This design comes from an exercise in tuning for small area, a short achievable clock period and few clock cycles per item on the open sky130 flow, not from production work. The RTL was checked by simulation tests, not by an equivalence proof against the original design.

==> run a <==
// bc4_block_decoder
module bc4_block_decoder (
    input  wire         clk,
    input  wire         rst,
    input  wire         in_valid,
    output wire         in_ready,
    input  wire [63:0]  in_block,
    output wire         out_valid,
    input  wire         out_ready,
    output wire [127:0] out_texels
);
    function [12:0] fadd;
        input [11:0] x;
        input [11:0] y;
        input        cin;
        reg   [11:0] g, p, gg, pp;
        reg   [12:0] c;
        integer i, d;
        begin
            g  = x & y;
            p  = x ^ y;
            gg = g;
            pp = p;
            gg[0] = g[0] | (p[0] & cin);
            for (d = 1; d < 12; d = d * 2)
                for (i = 11; i >= d; i = i - 1) begin
                    gg[i] = gg[i] | (pp[i] & gg[i-d]);
                    pp[i] = pp[i] & pp[i-d];
                end
            c[0] = cin;
            for (i = 1; i <= 12; i = i + 1)
                c[i] = gg[i-1];
            fadd = {c[12], p ^ c[11:0]};
        end
    endfunction
    reg  [73:0]  ib, sk;
  ...
clock: 12.0 ns
lec_check: 0
abc_area: 1
cap_margin: 20
core_margin: 2
core_utilization: 60
place_density: 0.7
setup_slack_margin: 5
slew_margin: 20
run.sh (not shown) runs the stock make flow with config.mk's settings and CLKGATE_MAP_FILE= SYNTH_SCRIPT=/design/flow/synth_recipe.tcl, a recipe that flattens the netlist after the stock synthesis.
==> run b: changes against run a <==
--- a/flow/design.v
+++ b/flow/design.v
@@ -27,46 +27,47 @@
                     pp[i] = pp[i] & pp[i-d];
                 end
             c[0] = cin;
             for (i = 1; i <= 12; i = i + 1)
                 c[i] = gg[i-1];
             fadd = {c[12], p ^ c[11:0]};
         end
     endfunction
-    reg  [73:0]  ib, sk;
+    reg  [73:0]  ib;
+    reg  [63:0]  sk;
     reg          ib_v, sk_v;
     reg          rdy;
     reg          pr_v;
     reg          ob_v;
     wire         ob_free = !ob_v || out_ready;
     wire         pr_free = !pr_v || ob_free;
     wire         deq     = ib_v && pr_free;
     wire         acc     = in_valid && rdy;
     wire [1:0]   cnt_nx  = {1'b0, ib_v} + {1'b0, sk_v} - {1'b0, deq} + {1'b0, acc};
-    wire [12:0]  din_f = fadd({4'd0, in_block[7:0]}, {4'hf, ~in_block[15:8]}, 1'b1);
+    wire [63:0]  nxt   = sk_v ? sk : in_block;
+    wire [12:0]  din_f = fadd({4'd0, nxt[7:0]}, {4'hf, ~nxt[15:8]}, 1'b1);
     wire [8:0]   din   = din_f[8:0];                               
     wire         sin   = !din[8] && (din[7:0] != 8'd0);            
-    wire [73:0]  qin   = {in_block[63:16], sin, din, in_block[15:0]};
     always @(posedge clk) begin
         if (rst) begin
             ib_v <= 1'b0;
             sk_v <= 1'b0;
             pr_v <= 1'b0;
             ob_v <= 1'b0;
             rdy  <= 1'b1;
         end else begin
             ib_v <= (cnt_nx != 2'd0);
             sk_v <= (cnt_nx == 2'd2);
             rdy  <= (cnt_nx != 2'd2);
             if (pr_free) pr_v <= ib_v;
             if (ob_free) ob_v <= pr_v;
         end
-        if (deq || !ib_v) ib <= sk_v ? sk : qin;
-        if (deq || !sk_v) sk <= qin;
+        if (deq || !ib_v) ib <= {nxt[63:16], sin, din, nxt[15:0]};
+        if (deq || !sk_v) sk <= in_block;
     end
     assign in_ready  = rdy;
     assign out_valid = ob_v;
     wire [7:0]  a_1   = ib[7:0];
     wire [7:0]  b_1   = ib[15:8];
     wire [8:0]  dab   = ib[24:16];
     wire        six_1 = ib[25];
     wire [8:0] qt_i = dab;
@@ -381,98 +382,84 @@
     wire [2:0] rt_n72 = rt_i[5] ? rt_n71 : rt_n53;
     wire [2:0] rt_n73 = rt_i[6] ? rt_n70 : rt_n72;
     wire [2:0] rt_n74 = rt_i[7] ? rt_n67 : rt_n73;
     wire [2:0] rt_n75 = rt_i[8] ? rt_n32 : rt_n74;
     wire [2:0] rt = rt_n75;
     wire [5:0]  q = qt;
     wire [2:0]  r = rt;
     wire        exact_1 = (r == 3'd0);
-    wire [12:0] q3_f = fadd({6'd0, q}, {5'd0, q, 1'b0}, 1'b0);
     wire [7:0]  q1 = {2'd0, q};
     wire [7:0]  q2 = {1'd0, q, 1'b0};
-    wire [7:0]  q3 = q3_f[7:0];
     wire [3:0] sm1_i = {six_1, r};
     wire [2:0] sm1_n1 = sm1_i[0] ? 3'd0 : 3'd1;
     wire [2:0] sm1_n2 = sm1_i[1] ? sm1_n1 : 3'd1;
     wire [2:0] sm1_n3 = sm1_i[0] ? 3'd1 : 3'd0;
     wire [2:0] sm1_n4 = sm1_i[1] ? 3'd1 : sm1_n3;
     wire [2:0] sm1_n5 = sm1_i[2] ? sm1_n2 : sm1_n4;
     wire [2:0] sm1_n6 = sm1_i[3] ? sm1_n5 : 3'd0;
     wire [2:0] sm1 = sm1_n6;
-    wire [12:0] mm1_f = fadd({4'd0, q1}, {9'd0, sm1}, 1'b0);
-    wire        sub1 = six_1;
-    wire [12:0] e1_f = fadd({4'd0, a_1}, {4'd0, {8{sub1}} ^ mm1_f[7:0]}, sub1);
-    wire [7:0]  e1_1 = e1_f[7:0];
     wire [3:0] sm2_i = {six_1, r};
     wire [2:0] sm2_n1 = sm2_i[0] ? 3'd0 : 3'd2;
     wire [2:0] sm2_n2 = sm2_i[1] ? sm2_n1 : 3'd2;
     wire [2:0] sm2_n3 = sm2_i[0] ? 3'd1 : 3'd0;
     wire [2:0] sm2_n4 = sm2_i[1] ? 3'd1 : sm2_n3;
     wire [2:0] sm2_n5 = sm2_i[2] ? sm2_n2 : sm2_n4;
     wire [2:0] sm2_n6 = sm2_i[0] ? 3'd0 : 3'd1;
     wire [2:0] sm2_n7 = sm2_i[1] ? 3'd0 : sm2_n6;
     wire [2:0] sm2_n8 = sm2_i[1] ? sm2_n3 : 3'd0;
     wire [2:0] sm2_n9 = sm2_i[2] ? sm2_n7 : sm2_n8;
     wire [2:0] sm2_n10 = sm2_i[3] ? sm2_n5 : sm2_n9;
     wire [2:0] sm2 = sm2_n10;
-    wire [12:0] mm2_f = fadd({4'd0, q2}, {9'd0, sm2}, 1'b0);
-    wire        sub2 = six_1;
-    wire [12:0] e2_f = fadd({4'd0, a_1}, {4'd0, {8{sub2}} ^ mm2_f[7:0]}, sub2);
-    wire [7:0]  e2_1 = e2_f[7:0];
     wire [3:0] sm3_i = {six_1, r};
     wire [2:0] sm3_n1 = sm3_i[0] ? 3'd0 : 3'd3;
     wire [2:0] sm3_n2 = sm3_i[0] ? 3'd3 : 3'd2;
     wire [2:0] sm3_n3 = sm3_i[1] ? sm3_n1 : sm3_n2;
     wire [2:0] sm3_n4 = sm3_i[0] ? 3'd2 : 3'd1;
     wire [2:0] sm3_n5 = sm3_i[0] ? 3'd1 : 3'd0;
     wire [2:0] sm3_n6 = sm3_i[1] ? sm3_n4 : sm3_n5;
     wire [2:0] sm3_n7 = sm3_i[2] ? sm3_n3 : sm3_n6;
     wire [2:0] sm3_n8 = sm3_i[0] ? 3'd0 : 3'd2;
     wire [2:0] sm3_n9 = sm3_i[1] ? 3'd0 : sm3_n8;
     wire [2:0] sm3_n10 = sm3_i[2] ? sm3_n9 : sm3_n6;
     wire [2:0] sm3_n11 = sm3_i[3] ? sm3_n7 : sm3_n10;
     wire [2:0] sm3 = sm3_n11;
-    wire [12:0] mm3_f = fadd({4'd0, (six_1 ? q3 : q2)}, {9'd0, sm3}, 1'b0);
-    wire        sub3 = 1'b1;
-    wire [12:0] e3_f = fadd({4'd0, (six_1 ? a_1 : b_1)}, {4'd0, {8{sub3}} ^ mm3_f[7:0]}, sub3);
-    wire [7:0]  e3_1 = e3_f[7:0];
     wire [3:0] sm4_i = {six_1, r};
     wire [2:0] sm4_n1 = sm4_i[0] ? 3'd0 : 3'd2;
     wire [2:0] sm4_n2 = sm4_i[0] ? 3'd2 : 3'd1;
     wire [2:0] sm4_n3 = sm4_i[1] ? sm4_n1 : sm4_n2;
     wire [2:0] sm4_n4 = sm4_i[0] ? 3'd1 : 3'd0;
     wire [2:0] sm4_n5 = sm4_i[1] ? sm4_n4 : 3'd0;
     wire [2:0] sm4_n6 = sm4_i[2] ? sm4_n3 : sm4_n5;
     wire [2:0] sm4_n7 = sm4_i[0] ? 3'd0 : 3'd1;
     wire [2:0] sm4_n8 = sm4_i[1] ? 3'd0 : sm4_n7;
     wire [2:0] sm4_n9 = sm4_i[1] ? 3'd1 : sm4_n4;
     wire [2:0] sm4_n10 = sm4_i[2] ? sm4_n8 : sm4_n9;
     wire [2:0] sm4_n11 = sm4_i[3] ? sm4_n6 : sm4_n10;
     wire [2:0] sm4 = sm4_n11;
-    wire [12:0] mm4_f = fadd({4'd0, (six_1 ? q3 : q1)}, {9'd0, sm4}, 1'b0);
-    wire        sub4 = !six_1;
-    wire [12:0] e4_f = fadd({4'd0, b_1}, {4'd0, {8{sub4}} ^ mm4_f[7:0]}, sub4);
-    wire [7:0]  e4_1 = e4_f[7:0];
     wire [3:0] sm5_i = {six_1, r};
     wire [2:0] sm5_n1 = sm5_i[0] ? 3'd0 : 3'd1;
     wire [2:0] sm5_n2 = sm5_i[1] ? sm5_n1 : 3'd1;
     wire [2:0] sm5_n3 = sm5_i[2] ? sm5_n2 : 3'd0;
     wire [2:0] sm5_n4 = sm5_i[3] ? sm5_n3 : 3'd0;
     wire [2:0] sm5 = sm5_n4;
-    wire [12:0] mm5_f = fadd({4'd0, q2}, {9'd0, sm5}, 1'b0);
-    wire        sub5 = 1'b0;
-    wire [12:0] e5_f = fadd({4'd0, b_1}, {4'd0, {8{sub5}} ^ mm5_f[7:0]}, sub5);
-    wire [7:0]  e5_1 = e5_f[7:0];
     wire [3:0] sm6_i = {six_1, r};
     wire [2:0] sm6 = 3'd0;
-    wire [12:0] mm6_f = fadd({4'd0, q1}, {9'd0, sm6}, 1'b0);
+    wire        sub1 = six_1;
+    wire [7:0]  e1_1 = a_1 + (q1 ^ {8{sub1}}) + ({5'd0, sm1} ^ {8{sub1}}) + (sub1 ? 8'd2 : 8'd0);
+    wire        sub2 = six_1;
+    wire [7:0]  e2_1 = a_1 + (q2 ^ {8{sub2}}) + ({5'd0, sm2} ^ {8{sub2}}) + (sub2 ? 8'd2 : 8'd0);
+    wire        sub3 = 1'b1;
+    wire [7:0]  e3_1 = (six_1 ? a_1 : b_1) + ((six_1 ? q1 : 8'd0) ^ {8{sub3}}) + (q2 ^ {8{sub3}}) + ({5'd0, sm3} ^ {8{sub3}}) + (sub3 ? 8'd3 : 8'd0);
+    wire        sub4 = !six_1;
+    wire [7:0]  e4_1 = b_1 + (q1 ^ {8{sub4}}) + ((six_1 ? q2 : 8'd0) ^ {8{sub4}}) + ({5'd0, sm4} ^ {8{sub4}}) + (sub4 ? 8'd3 : 8'd0);
+    wire        sub5 = 1'b0;
+    wire [7:0]  e5_1 = b_1 + (q2 ^ {8{sub5}}) + ({5'd0, sm5} ^ {8{sub5}}) + (sub5 ? 8'd2 : 8'd0);
     wire        sub6 = 1'b0;
-    wire [12:0] e6_f = fadd({4'd0, b_1}, {4'd0, {8{sub6}} ^ mm6_f[7:0]}, sub6);
-    wire [7:0]  e6_1 = e6_f[7:0];
+    wire [7:0]  e6_1 = b_1 + (q1 ^ {8{sub6}}) + ({5'd0, sm6} ^ {8{sub6}}) + (sub6 ? 8'd2 : 8'd0);
     reg  [7:0]  a, b, e1, e2, e3, e4, e5, e6;
     reg         six, exact;
     reg  [47:0] idx;
     always @(posedge clk) begin
         if (pr_free) begin
             a     <= a_1;
             b     <= b_1;
             six   <= six_1;
@@ -656,28 +643,16 @@
     wire [10:0] tb3 = t3b;
     wire [10:0] tb4 = {1'd0, pb, 2'b0};
     wire [10:0] tb5 = t5b;
     wire [10:0] tb6 = {tb3[9:0], 1'b0};
     wire [10:0] tw1 = six ? ta6 : ta4;
     wire [10:0] tw2 = six ? ta5 : ta3;
     wire [10:0] tw3 = six ? ta4 : ta2;
     wire [10:0] tw4 = six ? ta3 : ta1;
-    wire [12:0] ts1_f = fadd({1'b0, tw1 >> 6}, {1'b0, tb1 >> 6}, 1'b0);
-    wire [11:0] ts1 = ts1_f[11:0];
-    wire [12:0] ts2_f = fadd({1'b0, tw2 >> 2}, {1'b0, tb2 >> 2}, 1'b0);
-    wire [11:0] ts2 = ts2_f[11:0];
-    wire [12:0] ts3_f = fadd({1'b0, tw3 >> 1}, {1'b0, tb3 >> 1}, 1'b0);
-    wire [11:0] ts3 = ts3_f[11:0];
-    wire [12:0] ts4_f = fadd({1'b0, tw4 >> 2}, {1'b0, tb4 >> 2}, 1'b0);
-    wire [11:0] ts4 = ts4_f[11:0];
-    wire [12:0] ts5_f = fadd({1'b0, ta2 >> 2}, {1'b0, tb5 >> 2}, 1'b0);
-    wire [11:0] ts5 = ts5_f[11:0];
-    wire [12:0] ts6_f = fadd({1'b0, ta1 >> 7}, {1'b0, tb6 >> 7}, 1'b0);
-    wire [11:0] ts6 = ts6_f[11:0];
     wire [8:0] g1_i = {six, e1};
     wire [3:0] g1_n1 = g1_i[0] ? 4'd15 : 4'd11;
     wire [3:0] g1_n2 = g1_i[0] ? 4'd11 : 4'd7;
     wire [3:0] g1_n3 = g1_i[1] ? g1_n1 : g1_n2;
     wire [3:0] g1_n4 = g1_i[2] ? 4'd0 : g1_n3;
     wire [3:0] g1_n5 = g1_i[0] ? 4'd7 : 4'd0;
     wire [3:0] g1_n6 = g1_i[1] ? g1_n5 : 4'd0;
     wire [3:0] g1_n7 = g1_i[1] ? 4'd11 : 4'd7;
@@ -1078,42 +1053,36 @@
     wire [3:0] g6_n38 = g6_i[2] ? g6_n37 : g6_n34;
     wire [3:0] g6_n39 = g6_i[4] ? g6_n35 : g6_n38;
     wire [3:0] g6_n40 = g6_i[3] ? g6_n38 : 4'd0;
     wire [3:0] g6_n41 = g6_i[4] ? g6_n38 : g6_n40;
     wire [3:0] g6_n42 = g6_i[5] ? g6_n39 : g6_n41;
     wire [3:0] g6_n43 = g6_i[6] ? g6_n42 : 4'd0;
     wire [3:0] g6_n44 = g6_i[7] ? g6_n33 : g6_n43;
     wire [3:0] g6 = g6_n44;
-    wire [12:0] lt1_f = fadd(ts1, ~{{(12-4){1'b0}}, g1}, 1'b1);
-    wire c1 = exact && !lt1_f[12];    
-    wire [12:0] lt2_f = fadd(ts2, ~{{(12-8){1'b0}}, g2}, 1'b1);
-    wire c2 = exact && !lt2_f[12];    
-    wire [12:0] lt3_f = fadd(ts3, ~{{(12-9){1'b0}}, g3}, 1'b1);
-    wire c3 = exact && !lt3_f[12];    
-    wire [12:0] lt4_f = fadd(ts4, ~{{(12-8){1'b0}}, g4}, 1'b1);
-    wire c4 = exact && !lt4_f[12];    
-    wire [12:0] lt5_f = fadd(ts5, ~{{(12-8){1'b0}}, g5}, 1'b1);
-    wire c5 = exact && !lt5_f[12];    
-    wire [12:0] lt6_f = fadd(ts6, ~{{(12-4){1'b0}}, g6}, 1'b1);
-    wire c6 = exact && !lt6_f[12];    
+    wire [12:0] lt1 = {2'b0, tw1 >> 6} + {2'b0, tb1 >> 6} + {1'b0, ~{{(12-4){1'b0}}, g1}} + 13'd1;
+    wire c1 = exact && !lt1[12];
+    wire [12:0] lt2 = {2'b0, tw2 >> 2} + {2'b0, tb2 >> 2} + {1'b0, ~{{(12-8){1'b0}}, g2}} + 13'd1;
+    wire c2 = exact && !lt2[12];
+    wire [12:0] lt3 = {2'b0, tw3 >> 1} + {2'b0, tb3 >> 1} + {1'b0, ~{{(12-9){1'b0}}, g3}} + 13'd1;
+    wire c3 = exact && !lt3[12];
+    wire [12:0] lt4 = {2'b0, tw4 >> 2} + {2'b0, tb4 >> 2} + {1'b0, ~{{(12-8){1'b0}}, g4}} + 13'd1;
+    wire c4 = exact && !lt4[12];
+    wire [12:0] lt5 = {2'b0, ta2 >> 2} + {2'b0, tb5 >> 2} + {1'b0, ~{{(12-8){1'b0}}, g5}} + 13'd1;
+    wire c5 = exact && !lt5[12];
+    wire [12:0] lt6 = {2'b0, ta1 >> 7} + {2'b0, tb6 >> 7} + {1'b0, ~{{(12-4){1'b0}}, g6}} + 13'd1;
+    wire c6 = exact && !lt6[12];
     wire [7:0] p0 = a;
     wire [7:0] p1 = b;
-    wire [12:0] d1_f = fadd({4'd0, e1}, 12'hfff, 1'b0);
-    wire [7:0] d1 = d1_f[7:0];
-    wire [12:0] d2_f = fadd({4'd0, e2}, 12'hfff, 1'b0);
-    wire [7:0] d2 = d2_f[7:0];
-    wire [12:0] d3_f = fadd({4'd0, e3}, 12'hfff, 1'b0);
-    wire [7:0] d3 = d3_f[7:0];
-    wire [12:0] d4_f = fadd({4'd0, e4}, 12'hfff, 1'b0);
-    wire [7:0] d4 = d4_f[7:0];
-    wire [12:0] d5_f = fadd({4'd0, e5}, 12'hfff, 1'b0);
-    wire [7:0] d5 = d5_f[7:0];
-    wire [12:0] d6_f = fadd({4'd0, e6}, 12'hfff, 1'b0);
-    wire [7:0] d6 = d6_f[7:0];
+    wire [7:0] d1 = e1 - 8'd1;
+    wire [7:0] d2 = e2 - 8'd1;
+    wire [7:0] d3 = e3 - 8'd1;
+    wire [7:0] d4 = e4 - 8'd1;
+    wire [7:0] d5 = e5 - 8'd1;
+    wire [7:0] d6 = e6 - 8'd1;
     wire [7:0] p2 = c1 ? d1 : e1;
     wire [7:0] p3 = c2 ? d2 : e2;
     wire [7:0] p4 = c3 ? d3 : e3;
     wire [7:0] p5 = c4 ? d4 : e4;
     wire [7:0] p6 = !six ? 8'd0   : c5 ? d5 : e5;
     wire [7:0] p7 = !six ? 8'd255 : c6 ? d6 : e6;
     reg  [63:0] pal;
     reg  [47:0] oidx;
==> flow/flow/run.sh (new file) <==
#!/bin/bash
set -euo pipefail
bash standard.sh SETUP_SLACK_MARGIN=8 finish > standard_flow.log 2>&1
==> flow/standard.sh (new file) <==
#!/bin/bash
# synth_recipe.tcl (not shown) runs the flow's synth.tcl, then flattens the netlist and writes it again
# the make line also repeats each setting of config.mk as NAME=value (left out here)
make -C /OpenROAD-flow-scripts/flow DESIGN_CONFIG=/design/flow/config.mk WORK_HOME=/design/flow/orfs CLKGATE_MAP_FILE= SYNTH_SCRIPT=/design/flow/synth_recipe.tcl "${@:-finish}"
Settings changed: CORE_UTILIZATION 60 to 45, PLACE_DENSITY 0.7 to not set, TNS_END_PERCENT set to 5.
removed: flow/run.sh
==> run c: changes against run a <==
==> flow/flow/run.sh (new file) <==
#!/bin/bash
set -euo pipefail
bash standard.sh SETUP_SLACK_MARGIN=8 finish > standard_flow.log 2>&1
==> flow/standard.sh (new file) <==
#!/bin/bash
# synth_recipe.tcl (not shown) runs the flow's synth.tcl, then flattens the netlist and writes it again
# the make line also repeats each setting of config.mk as NAME=value (left out here)
make -C /OpenROAD-flow-scripts/flow DESIGN_CONFIG=/design/flow/config.mk WORK_HOME=/design/flow/orfs CLKGATE_MAP_FILE= SYNTH_SCRIPT=/design/flow/synth_recipe.tcl "${@:-finish}"
removed: flow/run.sh
==> notes <==
Run c ended with an error in global routing. Run a finished with timing, DRC and antenna clean. Run b finished clean. Against run a, the first-iteration DRC count of run b is lower by 14%. Against run a, the sequential share of layout area of run b is lower by 5.0 points. Between run b and run a, the lower critical path depth is in run a (gap 2). Between run b and run a, the lower core utilization is in run b (gap 7.2 points). In synthesized cell count, run c and run a do not differ. Between run a and run b, the lower register-to-register slack is in run a (gap 1.3 ns).
==> figures <==
metric                                     run a                      run c      run b
Status          no timing/DRC/antenna violations  aborted with a tool error  no timing/DRC/antenna violations
Failing step                                   -             global routing          -
Number of core rows                           83                         83         94
Sinks on Clock Net                           379                        379        369
CP Launch Point                          pal[62]                          -     pal[5]
Flop and latch count out of synthesis        379                        379        369
Flip-flop and latch area               11300 µm²                          -  11000 µm²
Count of cell types in the netlist            66                         66         61
Worst R2R Start                           ib[18]                          -     ib[17]
Area of the core                       51300 µm²                          -  66100 µm²
Detail-routed via count per cell            6.92                          -       6.48
Final setup vio count                          0                          -          0
Register-to-register setup slack         5.85 ns                          -    7.13 ns
Testbench counts of run a, summed over its fixed seeds: cycles 984, items 960.
Testbench counts of run b, summed over its fixed seeds: cycles 984, items 960.
Testbench counts of run c, summed over its fixed seeds: cycles 984, items 960.

port drivers added, routing unchanged:
In the flow no input, the clock included, has a driving cell. The finished layouts below were timed again as built, in two steps. Step 1: set_driving_cell puts a clkbuf_16 on clk and a buf_2 on each other input, an assumption about the parent block. Step 2, shift: input delay + t, output delay - t, t = (earliest + latest rising clock arrival at the registers) / 2. This alone moves slack from input paths to output paths. Slacks: ideal / step 1 / step 2; pairs: ideal / step 1.
| run | t, ns | setup slack, ns | worst hold slack (ns) | clock arrival spread, ns |
|---|---|---|---|---|
| run a | 0.641 | 5.679 / 5.619 / 5.135 | 0.392 / 0.392 / 0.392 | 0.067 / 0.067 |
| run b | 0.656 | 6.946 / 6.881 / 6.861 | 0.384 / 0.384 / 0.384 | 0.056 / 0.056 |
After both steps every run listed still meets setup and hold. The setup slack of run a, which loses most, moves by -0.060 ns with the drivers and by -0.544 ns with both steps.
